Context: an optimization exercise on an open-source flow, tuned for small area. The choices shown serve that exercise and are no tape-out recipe. The RTL was checked by simulation tests, not by an equivalence proof against the original design. Power figures rest on the tool's default switching activity, not on a simulated workload.

// nau_ctrl
module nau_ctrl (
    input  wire        clk,
    input  wire        rst,
    input  wire        cmd_valid,
    input  wire [15:0] cmd,
    output wire        cmd_ready,
    output wire        rsp_valid,
    output wire [2:0]  rsp_status,
    output wire [31:0] rsp_data,
    output wire        bus_req_valid,
    output wire [27:0] bus_req,
    input  wire        bus_rsp_valid,
    input  wire        bus_rsp_ok,
    input  wire [1:0]  bus_rsp_errk,
    input  wire [7:0]  bus_rsp_rb0,
    input  wire [7:0]  bus_rsp_rb1,
    input  wire [7:0]  bus_rsp_rb2,
    output wire        dly_req_valid,
    output wire [9:0]  dly_ms,
    input  wire        dly_done
);
For scale: ~280 cells after synthesis, ~25 flip-flops, ~0.0021 mm^2 of cells after synthesis.
export LEC_CHECK = 0
export CAP_MARGIN = 20
export CORE_MARGIN = 2
export CORE_UTILIZATION = 40
export PLACE_DENSITY = 0.6
export SLEW_MARGIN = 20
create_clock -name core_clock -period 5.0 [get_ports {clk}]
standard.sh (not shown) runs the stock make flow with config.mk's settings and CLKGATE_MAP_FILE= SYNTH_SCRIPT=/design/flow/synth_recipe.tcl, a recipe that flattens the netlist after the stock synthesis.
==> flow/flow/run.sh <==
#!/bin/bash
# Standard layout (standard.sh), except that:
#  - synthesis maps the logic with area-oriented ABC scripts (flow/synth.tcl;
#    the scripts are in flow/abc_scripts.txt, each after a "#script NAME" line)
#    and keeps the smallest result; the flip-flops are mapped before ABC, as in
#    the standard synthesis;
#  - the ports are buffered by the smallest buffer cell;
#  - the clock tree is built from one clock buffer type, without dummy loads;
#  - constant outputs share tie cells;
#  - synthesis buffers are removed at floorplan, placement is not timing-driven,
#    and the core is 60% full.
# make's output is in standard.log, and ORFS's own logs under orfs/logs.
set -euo pipefail
export FLOW_WORK=$PWD
mkdir -p abc_scripts
awk '/^#script / {f = "abc_scripts/" $2; next} {print > f}' flow/abc_scripts.txt
export FLOW_ABC_SCRIPTS="$(ls $PWD/abc_scripts/*.abc | sort | tr '\n' ' ')"
sed "s#SYNTH_SCRIPT=[^ ]*#SYNTH_SCRIPT=$PWD/flow/synth.tcl#" standard.sh > flow_standard.sh
grep -q "SYNTH_SCRIPT=$PWD/flow/synth.tcl" flow_standard.sh
bash flow_standard.sh \
  "BUFFER_PORTS_ARGS=-buffer_cell sky130_fd_sc_hd__buf_1" \
  "CTS_ARGS=-sink_clustering_enable -repair_clock_nets -dont_use_dummy_load -buf_list sky130_fd_sc_hd__clkbuf_8 -root_buf sky130_fd_sc_hd__clkbuf_16" \
  SKIP_REPAIR_TIE_FANOUT=1 REMOVE_ABC_BUFFERS=1 GPL_TIMING_DRIVEN=0 CORE_UTILIZATION=60 \
  finish > standard.log 2>&1
Other scripts of this flow, unchanged in this note and not shown: flow/flow/abc_scripts.txt, flow/flow/synth.tcl
The starting point went through all stages and came out clean.
==> next run, changes <==
--- a/flow/flow/run.sh
+++ b/flow/flow/run.sh
@@ -21,3 +21,3 @@
   "BUFFER_PORTS_ARGS=-buffer_cell sky130_fd_sc_hd__buf_1" \
-  "CTS_ARGS=-sink_clustering_enable -repair_clock_nets -dont_use_dummy_load -buf_list sky130_fd_sc_hd__clkbuf_8 -root_buf sky130_fd_sc_hd__clkbuf_16" \
+  "CTS_ARGS=-sink_clustering_enable -repair_clock_nets -dont_use_dummy_load -buf_list sky130_fd_sc_hd__clkbuf_8 -root_buf sky130_fd_sc_hd__clkbuf_8" \
   SKIP_REPAIR_TIE_FANOUT=1 REMOVE_ABC_BUFFERS=1 GPL_TIMING_DRIVEN=0 CORE_UTILIZATION=60 \
The new run completed with no timing, DRC or antenna violations.
Design area fell by 1.4%.
Utilization fell by 1.0 points.
Count of clock-buffer cells in the layout stays the same.
Sequential power barely changes.
Total power fell by 4.2%.
Worst hold slack barely changes.

build 38:
The RTL this note starts from:
==> flow/design.v <==
module nau_ctrl (
    input  wire        clk,
    input  wire        rst,
    input  wire        cmd_valid,
    input  wire [15:0] cmd,
    output wire        cmd_ready,
    output wire        rsp_valid,
    output wire [2:0]  rsp_status,
    output wire [31:0] rsp_data,
    output wire        bus_req_valid,
    output wire [27:0] bus_req,
    input  wire        bus_rsp_valid,
    input  wire        bus_rsp_ok,
    input  wire [1:0]  bus_rsp_errk,
    input  wire [7:0]  bus_rsp_rb0,
    input  wire [7:0]  bus_rsp_rb1,
    input  wire [7:0]  bus_rsp_rb2,
    output wire        dly_req_valid,
    output wire [9:0]  dly_ms,
    input  wire        dly_done
);
    localparam [3:0] OP_NEW     = 4'h1, OP_RESET   = 4'h2, OP_ENABLE   = 4'h3,
                     OP_AVAIL   = 4'h4, OP_READ    = 4'h5, OP_SET_LDO  = 4'h6,
                     OP_GET_LDO = 4'h7, OP_SET_GAIN= 4'h8, OP_GET_GAIN = 4'h9,
                     OP_SET_RATE= 4'hA, OP_GET_RATE= 4'hB, OP_CAL      = 4'hC;
    localparam [4:0]
        S_IDLE = 5'd0,
        S_RR1  = 5'd1,    
        S_RR1R = 5'd2,    
        S_PWR  = 5'd3,    
        S_AVL  = 5'd4,    
        S_RD3  = 5'd5,    
        S_AVDD = 5'd6,    
        S_GL0  = 5'd7,    
        S_GAIN = 5'd8,    
        S_GG   = 5'd9,    
        S_CRS  = 5'd10,   
        S_GR   = 5'd11,   
        S_CAL  = 5'd12,   
        S_REF  = 5'd13,   
        S_D10  = 5'd14,   
        S_RR0  = 5'd15,   
        S_D1   = 5'd16,   
        S_PUR1 = 5'd17,   
        S_D600 = 5'd18,   
        S_CS   = 5'd19,   
        S_PUR2 = 5'd20,   
        S_REV  = 5'd21,   
        S_VLDO = 5'd22,   
        S_CHPS = 5'd23,   
        S_LDOM = 5'd24,   
        S_PGA  = 5'd25,   
        S_GL1  = 5'd26,   
        S_POLL = 5'd27,   
        S_CD10 = 5'd28;   
    reg [4:0]  sl;         
    reg        w;          
    reg        isnew;      
    reg [9:0]  p;          
    reg [7:0]  t;          
    reg        hvalid;     
    wire idle = (sl == S_IDLE);
    assign cmd_ready = idle;
    wire       ldo8 = p[3];
    wire [2:0] gain = isnew ? p[6:4] : p[2:0];
    wire [2:0] rate = isnew ? p[9:7] : p[2:0];
    wire       pwr  = isnew | p[0];
    wire [3:0] opc = cmd[15:12];
    function rate_ok(input [2:0] r);
        rate_ok = (r <= 3'd3) || (r == 3'd7);
    endfunction
    reg cmd_legal;
    always @* begin
        case (opc)
            OP_NEW:      cmd_legal = (cmd[11:10] == 2'b00) && (cmd[3:0] <= 4'd8) && rate_ok(cmd[9:7]);
            OP_RESET,
            OP_AVAIL,
            OP_READ,
            OP_GET_LDO,
            OP_GET_GAIN,
            OP_GET_RATE: cmd_legal = (cmd[11:0] == 12'd0);
            OP_ENABLE:   cmd_legal = (cmd[11:1] == 11'd0);
            OP_SET_LDO:  cmd_legal = (cmd[11:4] == 8'd0) && (cmd[3:0] <= 4'd8);
            OP_SET_GAIN: cmd_legal = (cmd[11:3] == 9'd0);
            OP_SET_RATE: cmd_legal = (cmd[11:3] == 9'd0) && rate_ok(cmd[2:0]);
            OP_CAL:      cmd_legal = (cmd[11:2] == 10'd0) && (cmd[1:0] != 2'd1);
            default:     cmd_legal = 1'b0;
        endcase
    end
    wire       cmd_new = (opc == OP_NEW);
    wire [4:0] entry   = (cmd_legal && (hvalid || cmd_new)) ? {1'b0, opc} : S_REF;
    wire at_d10  = (sl == S_D10),  at_d1   = (sl == S_D1),   at_d600 = (sl == S_D600),
         at_cd10 = (sl == S_CD10), at_rd3  = (sl == S_RD3),  at_rev  = (sl == S_REV),
         at_vldo = (sl == S_VLDO), at_gain = (sl == S_GAIN), at_gl1  = (sl == S_GL1),
         at_gg   = (sl == S_GG),   at_crs  = (sl == S_CRS),  at_gr   = (sl == S_GR),
         at_cal  = (sl == S_CAL),  at_poll = (sl == S_POLL), at_chps = (sl == S_CHPS),
         at_ldom = (sl == S_LDOM), at_pga  = (sl == S_PGA),  at_ref  = (sl == S_REF),
         at_rr1  = (sl == S_RR1) | (sl == S_RR1R),
         at_rr0  = (sl == S_RR0),  at_pwr  = (sl == S_PWR),  at_cs   = (sl == S_CS),
         at_avdd = (sl == S_AVDD), at_avl  = (sl == S_AVL),  at_gl0  = (sl == S_GL0),
         at_pur  = (sl == S_PUR1) | (sl == S_PUR2);
    wire is_dly = at_d10 | at_d1 | at_d600 | at_cd10;
    wire a01    = at_vldo | at_gain | at_gl1 | at_gg;
    wire a02    = at_crs | at_gr | at_cal | at_poll;
    wire [4:0] addr = {at_rd3 | at_chps | at_ldom | at_pga | at_rev,
                       at_ldom | at_pga | at_rev,
                       at_chps | at_pga | at_rev,
                       a02 | at_rd3 | at_ldom | at_rev,
                       a01 | at_chps | at_ldom | at_rev};
    reg [7:0] wdata;
    always @* begin
        wdata = t;
        if (at_rr1)  wdata = t | 8'h01;
        if (at_rr0)  wdata = (t & 8'hFE) | 8'h02;
        if (at_pwr)  wdata = pwr ? (t | 8'h06) : (t & 8'hF9);
        if (at_cs)   wdata = t | 8'h10;
        if (at_avdd) wdata = {!ldo8, t[6:0]};
        if (at_vldo) wdata = {t[7:6], p[2:0], t[2:0]};
        if (at_gain) wdata = {t[7:3], gain};
        if (at_crs)  wdata = {t[7], rate, t[3:0]};
        if (at_chps) wdata = t | 8'h30;
        if (at_ldom) wdata = t & 8'hBF;
        if (at_pga)  wdata = t | 8'h80;
        if (at_cal)  wdata = {t[7:3], 1'b1, p[1:0]};
    end
    localparam [6:0] DEV = 7'h2A;
    assign bus_req_valid = !idle && !is_dly && !at_ref;
    assign bus_req       = {!w, DEV, w, !w, 3'b000, addr, wdata & {8{w}}, at_rd3 & !w, !w};
    assign dly_req_valid = is_dly;
    assign dly_ms        = {at_d600, 2'b00, at_d600, 1'b0, at_d600, at_d600 | !at_d1, 1'b0, !at_d600 & !at_d1, at_d1};
    wire [7:0] rb       = bus_rsp_rb0;
    wire       answered = is_dly ? dly_done : bus_rsp_valid;
    wire       bus_err  = !is_dly && !bus_rsp_ok;
    reg       n_end;
    reg [4:0] n_sl;
    reg       n_w;
    always @* begin
        n_end = 1'b0;
        n_sl  = sl;
        n_w   = 1'b0;
        case (sl)
            S_RR1, S_RR1R:
                    if (!w) n_w = 1'b1; else n_sl = S_D10;
            S_D10:  n_sl = S_RR0;
            S_RR0:  if (!w) n_w = 1'b1; else n_sl = S_D1;
            S_D1:   n_sl = S_PUR1;
            S_PUR1: if (!rb[3] || !isnew) n_end = 1'b1;
                    else n_sl = S_PWR;
            S_PWR:  if (!w) n_w = 1'b1;
                    else if (!pwr) n_end = 1'b1;
                    else n_sl = S_D600;
            S_D600: n_sl = S_CS;
            S_CS:   if (!w) n_w = 1'b1; else n_sl = S_PUR2;
            S_PUR2: if (!rb[3] || !isnew) n_end = 1'b1;
                    else n_sl = S_REV;
            S_REV:  if (rb[3:0] != 4'hF) n_end = 1'b1;
                    else n_sl = S_AVDD;
            S_AVDD: if (!w) n_w = 1'b1;
                    else if (!ldo8) n_sl = S_VLDO;
                    else if (!isnew) n_end = 1'b1;
                    else n_sl = S_GAIN;
            S_VLDO: if (!w) n_w = 1'b1;
                    else if (!isnew) n_end = 1'b1;
                    else n_sl = S_GAIN;
            S_GAIN: if (!w) n_w = 1'b1;
                    else if (!isnew) n_end = 1'b1;
                    else n_sl = S_CRS;
            S_CRS:  if (!w) n_w = 1'b1;
                    else if (!isnew) n_end = 1'b1;
                    else n_sl = S_CHPS;
            S_CHPS: if (!w) n_w = 1'b1; else n_sl = S_LDOM;
            S_LDOM: if (!w) n_w = 1'b1; else n_sl = S_PGA;
            S_PGA:  if (!w) n_w = 1'b1; else n_end = 1'b1;
            S_GL0:  if (!rb[7]) n_end = 1'b1; else n_sl = S_GL1;
            S_CAL:  if (!w) n_w = 1'b1; else n_sl = S_POLL;
            S_POLL: if (!rb[2]) n_end = 1'b1; else n_sl = S_CD10;
            S_CD10: n_sl = S_POLL;
            default: n_end = 1'b1;    
        endcase
    end
    wire fin = bus_err | n_end;
    assign rsp_valid = at_ref | (!idle & answered & fin);
    wire gr_bad = rb[6] & !(rb[5] & rb[4]);     
    assign rsp_status[2] = at_ref | (!bus_err & (at_rev | (at_poll & rb[3])));
    assign rsp_status[1] = at_ref | (!bus_err & ((at_pur & !rb[3]) | (at_gr & gr_bad)));
    assign rsp_status[0] = at_ref | bus_err | at_rev | (at_gr & gr_bad);
    wire g = at_rd3 & bus_rsp_ok;
    wire [23:0] rd24 = {bus_rsp_rb0, bus_rsp_rb1, bus_rsp_rb2};
    reg  [3:0] d_lo;
    always @* begin
        d_lo = 4'd0;
        if (at_rd3)  d_lo = rd24[3:0];
        if (at_avl)  d_lo = {3'd0, rb[5]};
        if (at_gl0)  d_lo = 4'd8;
        if (at_gl1)  d_lo = {1'b0, rb[5:3]};
        if (at_gg)   d_lo = {1'b0, rb[2:0]};
        if (at_gr)   d_lo = {1'b0, rb[6:4] & {3{!gr_bad}}};
        if (at_rev)  d_lo = rb[3:0];
        if (bus_err) d_lo = {2'b00, bus_rsp_errk};
        if (at_ref)  d_lo = 4'd0;
    end
    assign rsp_data = {{8{g & rd24[23]}}, rd24[23:4] & {20{g}}, d_lo};
    always @(posedge clk) begin
        if (!w)
            t <= rb;
        if (idle) begin
            p     <= cmd[9:0];
            isnew <= cmd_new;
        end
        if (rst) begin
            sl     <= S_IDLE;
            w      <= 1'b0;
            hvalid <= 1'b0;
        end else if (idle) begin
            if (cmd_valid) begin
                sl <= entry;
                if (cmd_new && cmd_legal)
                    hvalid <= 1'b0;
            end
        end else if (at_ref) begin
            sl <= S_IDLE;
        end else if (answered) begin
            sl <= fin ? S_IDLE : n_sl;
            w  <= !fin & n_w;
            if (at_pga && w && !bus_err)
                hvalid <= 1'b1;
        end
    end
endmodule
export LEC_CHECK = 0
export CAP_MARGIN = 20
export CORE_MARGIN = 2
export CORE_UTILIZATION = 40
export PLACE_DENSITY = 0.6
export SLEW_MARGIN = 20
create_clock -name core_clock -period 5.0 [get_ports {clk}]
==> flow/flow/run.sh <==
#!/bin/bash
# Standard layout (standard.sh), except that:
#  - synthesis maps the logic with an area-oriented ABC script (flow/synth.tcl,
#    flow/area.abc); the flip-flops are mapped before ABC, as in the standard synthesis;
#  - the ports are buffered by the smallest buffer cell;
#  - the clock tree is built from one clock buffer type, without dummy loads;
#  - constant outputs share tie cells;
#  - synthesis buffers are removed at floorplan, placement is not timing-driven,
#    and the core is 60% full.
# make's output is in standard.log, and ORFS's own logs under orfs/logs.
set -euo pipefail
export FLOW_WORK=$PWD
export FLOW_ABC_SCRIPT=$PWD/flow/area.abc
sed "s#SYNTH_SCRIPT=[^ ]*#SYNTH_SCRIPT=$PWD/flow/synth.tcl#" standard.sh > flow_standard.sh
grep -q "SYNTH_SCRIPT=$PWD/flow/synth.tcl" flow_standard.sh
bash flow_standard.sh \
  "BUFFER_PORTS_ARGS=-buffer_cell sky130_fd_sc_hd__buf_1" \
  "CTS_ARGS=-sink_clustering_enable -sink_clustering_size 50 -sink_clustering_max_diameter 500 -repair_clock_nets -dont_use_dummy_load -buf_list sky130_fd_sc_hd__clkbuf_8" \
  SKIP_REPAIR_TIE_FANOUT=1 REMOVE_ABC_BUFFERS=1 GPL_TIMING_DRIVEN=0 CORE_UTILIZATION=60 \
  finish > standard.log 2>&1
==> flow/flow/area.abc <==
strash
dc2
strash
&get -n
&dch -f
&nf -a -R 1000
&put
strash
&get -n
&dch -f
&nf -a -R 1000
&put
==> flow/flow/synth.tcl <==
# The standard synthesis (synth_recipe.tcl), with ABC mapping the logic by
# the area-oriented script flow/area.abc instead of ORFS's speed script. The
# flip-flops are mapped before ABC runs, so they are the standard synthesis's.
proc abc {args} {
  set a {}
  set skip 0
  foreach x $args {
    if {$skip} { set skip 0; continue }
    if {$x eq "-script" || $x eq "-D"} { set skip 1; continue }
    lappend a $x
  }
  yosys abc -script $::env(FLOW_ABC_SCRIPT) {*}$a
}
source $::env(FLOW_WORK)/synth_recipe.tcl
## Diff of input files: build 81 against build 38
==> flow/flow/run.sh <==
#!/bin/bash
# Standard layout, with the ports buffered by the smallest buffer cell.
set -euo pipefail
bash standard.sh "BUFFER_PORTS_ARGS=-buffer_cell sky130_fd_sc_hd__buf_1" finish > standard.log 2>&1
removed: flow/flow/area.abc
removed: flow/flow/synth.tcl
==> summary.txt <==
In the flow results for build 81 and build 38, the total core area is larger on build 81. Build 81 vs build 38, launching element of the worst setup path: sl[3]$_SDFFE_PP0P_ vs sl[4]$_SDFFE_PP0P_. [compare] base=build 38 new=build 81: number of antenna violations at the first check in global routing ~0 delta; xor and xnor area share after synthesis now sits higher; shortest period the worst path allows decreased by 0.14 ns relative to the old numbers; placer congestion estimate moved down. Taking build 38 over build 81, the cell area ratio works out to 0.853.
The following lists how build 94 was set up differently from build 81:
==> flow/flow/run.sh <==
#!/bin/bash
# Standard layout (standard.sh), except that:
#  - synthesis maps the logic with an area-oriented ABC script (flow/synth.tcl,
#    flow/area.abc); the flip-flops are mapped before ABC, as in the standard synthesis;
#  - the ports are buffered by the smallest buffer cell;
#  - the clock tree is built from one clock buffer type, without dummy loads;
#  - constant outputs share tie cells;
#  - synthesis buffers are removed at floorplan, placement is not timing-driven,
#    and the core is 60% full.
# make's output is in standard.log, and ORFS's own logs under orfs/logs.
set -euo pipefail
export FLOW_WORK=$PWD
export FLOW_ABC_SCRIPT=$PWD/flow/area.abc
sed "s#SYNTH_SCRIPT=[^ ]*#SYNTH_SCRIPT=$PWD/flow/synth.tcl#" standard.sh > flow_standard.sh
grep -q "SYNTH_SCRIPT=$PWD/flow/synth.tcl" flow_standard.sh
bash flow_standard.sh \
  "BUFFER_PORTS_ARGS=-buffer_cell sky130_fd_sc_hd__buf_1" \
  "CTS_ARGS=-sink_clustering_enable -repair_clock_nets -dont_use_dummy_load -buf_list sky130_fd_sc_hd__clkbuf_8" \
  SKIP_REPAIR_TIE_FANOUT=1 REMOVE_ABC_BUFFERS=1 GPL_TIMING_DRIVEN=0 CORE_UTILIZATION=60 \
  finish > standard.log 2>&1
==> flow/flow/area.abc (new file) <==
strash
dc2
strash
&get -n
&dch -f
&nf -a -R 1000
&put
strash
&get -n
&dch -f
&nf -a -R 1000
&put
==> flow/flow/synth.tcl (new file) <==
# The standard synthesis (synth_recipe.tcl), with ABC mapping the logic by
# the area-oriented script flow/area.abc instead of ORFS's speed script. The
# flip-flops are mapped before ABC runs, so they are the standard synthesis's.
proc abc {args} {
  set a {}
  set skip 0
  foreach x $args {
    if {$skip} { set skip 0; continue }
    if {$x eq "-script" || $x eq "-D"} { set skip 1; continue }
    lappend a $x
  }
  yosys abc -script $::env(FLOW_ABC_SCRIPT) {*}$a
}
source $::env(FLOW_WORK)/synth_recipe.tcl
[summary]
Lower portion of netlist area occupied by mux cells among build 94 and build 81: build 81
Higher least setup slack across all paths after layout among build 94 and build 81: build 81
When build 94 is measured against build 81, its footprint of the multi-input gates turns out about 19% lower.
From build 81 to build 94 the numbers moved as follows: die area down 42%; switching power shrank by 0.00010 W.
In build 94, the utilization came out 26 points above the value in build 81.
Sort build 94 and build 81 by combinational power desc -> top: build 81

[afterwards: timing with drivers on the ports]
No port has a modelled driver above. Below, the same layouts with a new extraction and two added sets of constraints.
Step 1 assumes that a clkbuf_16 drives the clock port and a buf_2 every other input.
Step 2 adds t to the input delays and takes it off the output delays; t is the mean of the earliest and latest rising clock arrival at the registers after step 1. Input paths then give back, and output paths get back, about the clock's delay inside the block.
Three values: no drivers, after step 1, after step 2; two values: the first two.
run | shift t [ns] | setup slack, ns | hold slack, ns | worst slew at a driven data input, ns
the first run of note 1 | 0.279 | 1.078 / 1.050 / 1.231 | 0.699 / 0.699 / 0.699 | 0.04
the second run of note 1 | 0.286 | 1.064 / 1.040 / 1.230 | 0.696 / 0.696 / 0.696 | 0.04
build 38 | 0.293 | 0.930 / 0.905 / 1.198 | 0.497 / 0.497 / 0.497 | 0.03
build 81 | 0.299 | 1.066 / 1.038 / 1.337 | 0.602 / 0.602 / 0.602 | 0.04
build 94 | 0.293 | 0.930 / 0.905 / 1.198 | 0.497 / 0.497 / 0.497 | 0.03
After both steps setup and hold are still met in every run listed.
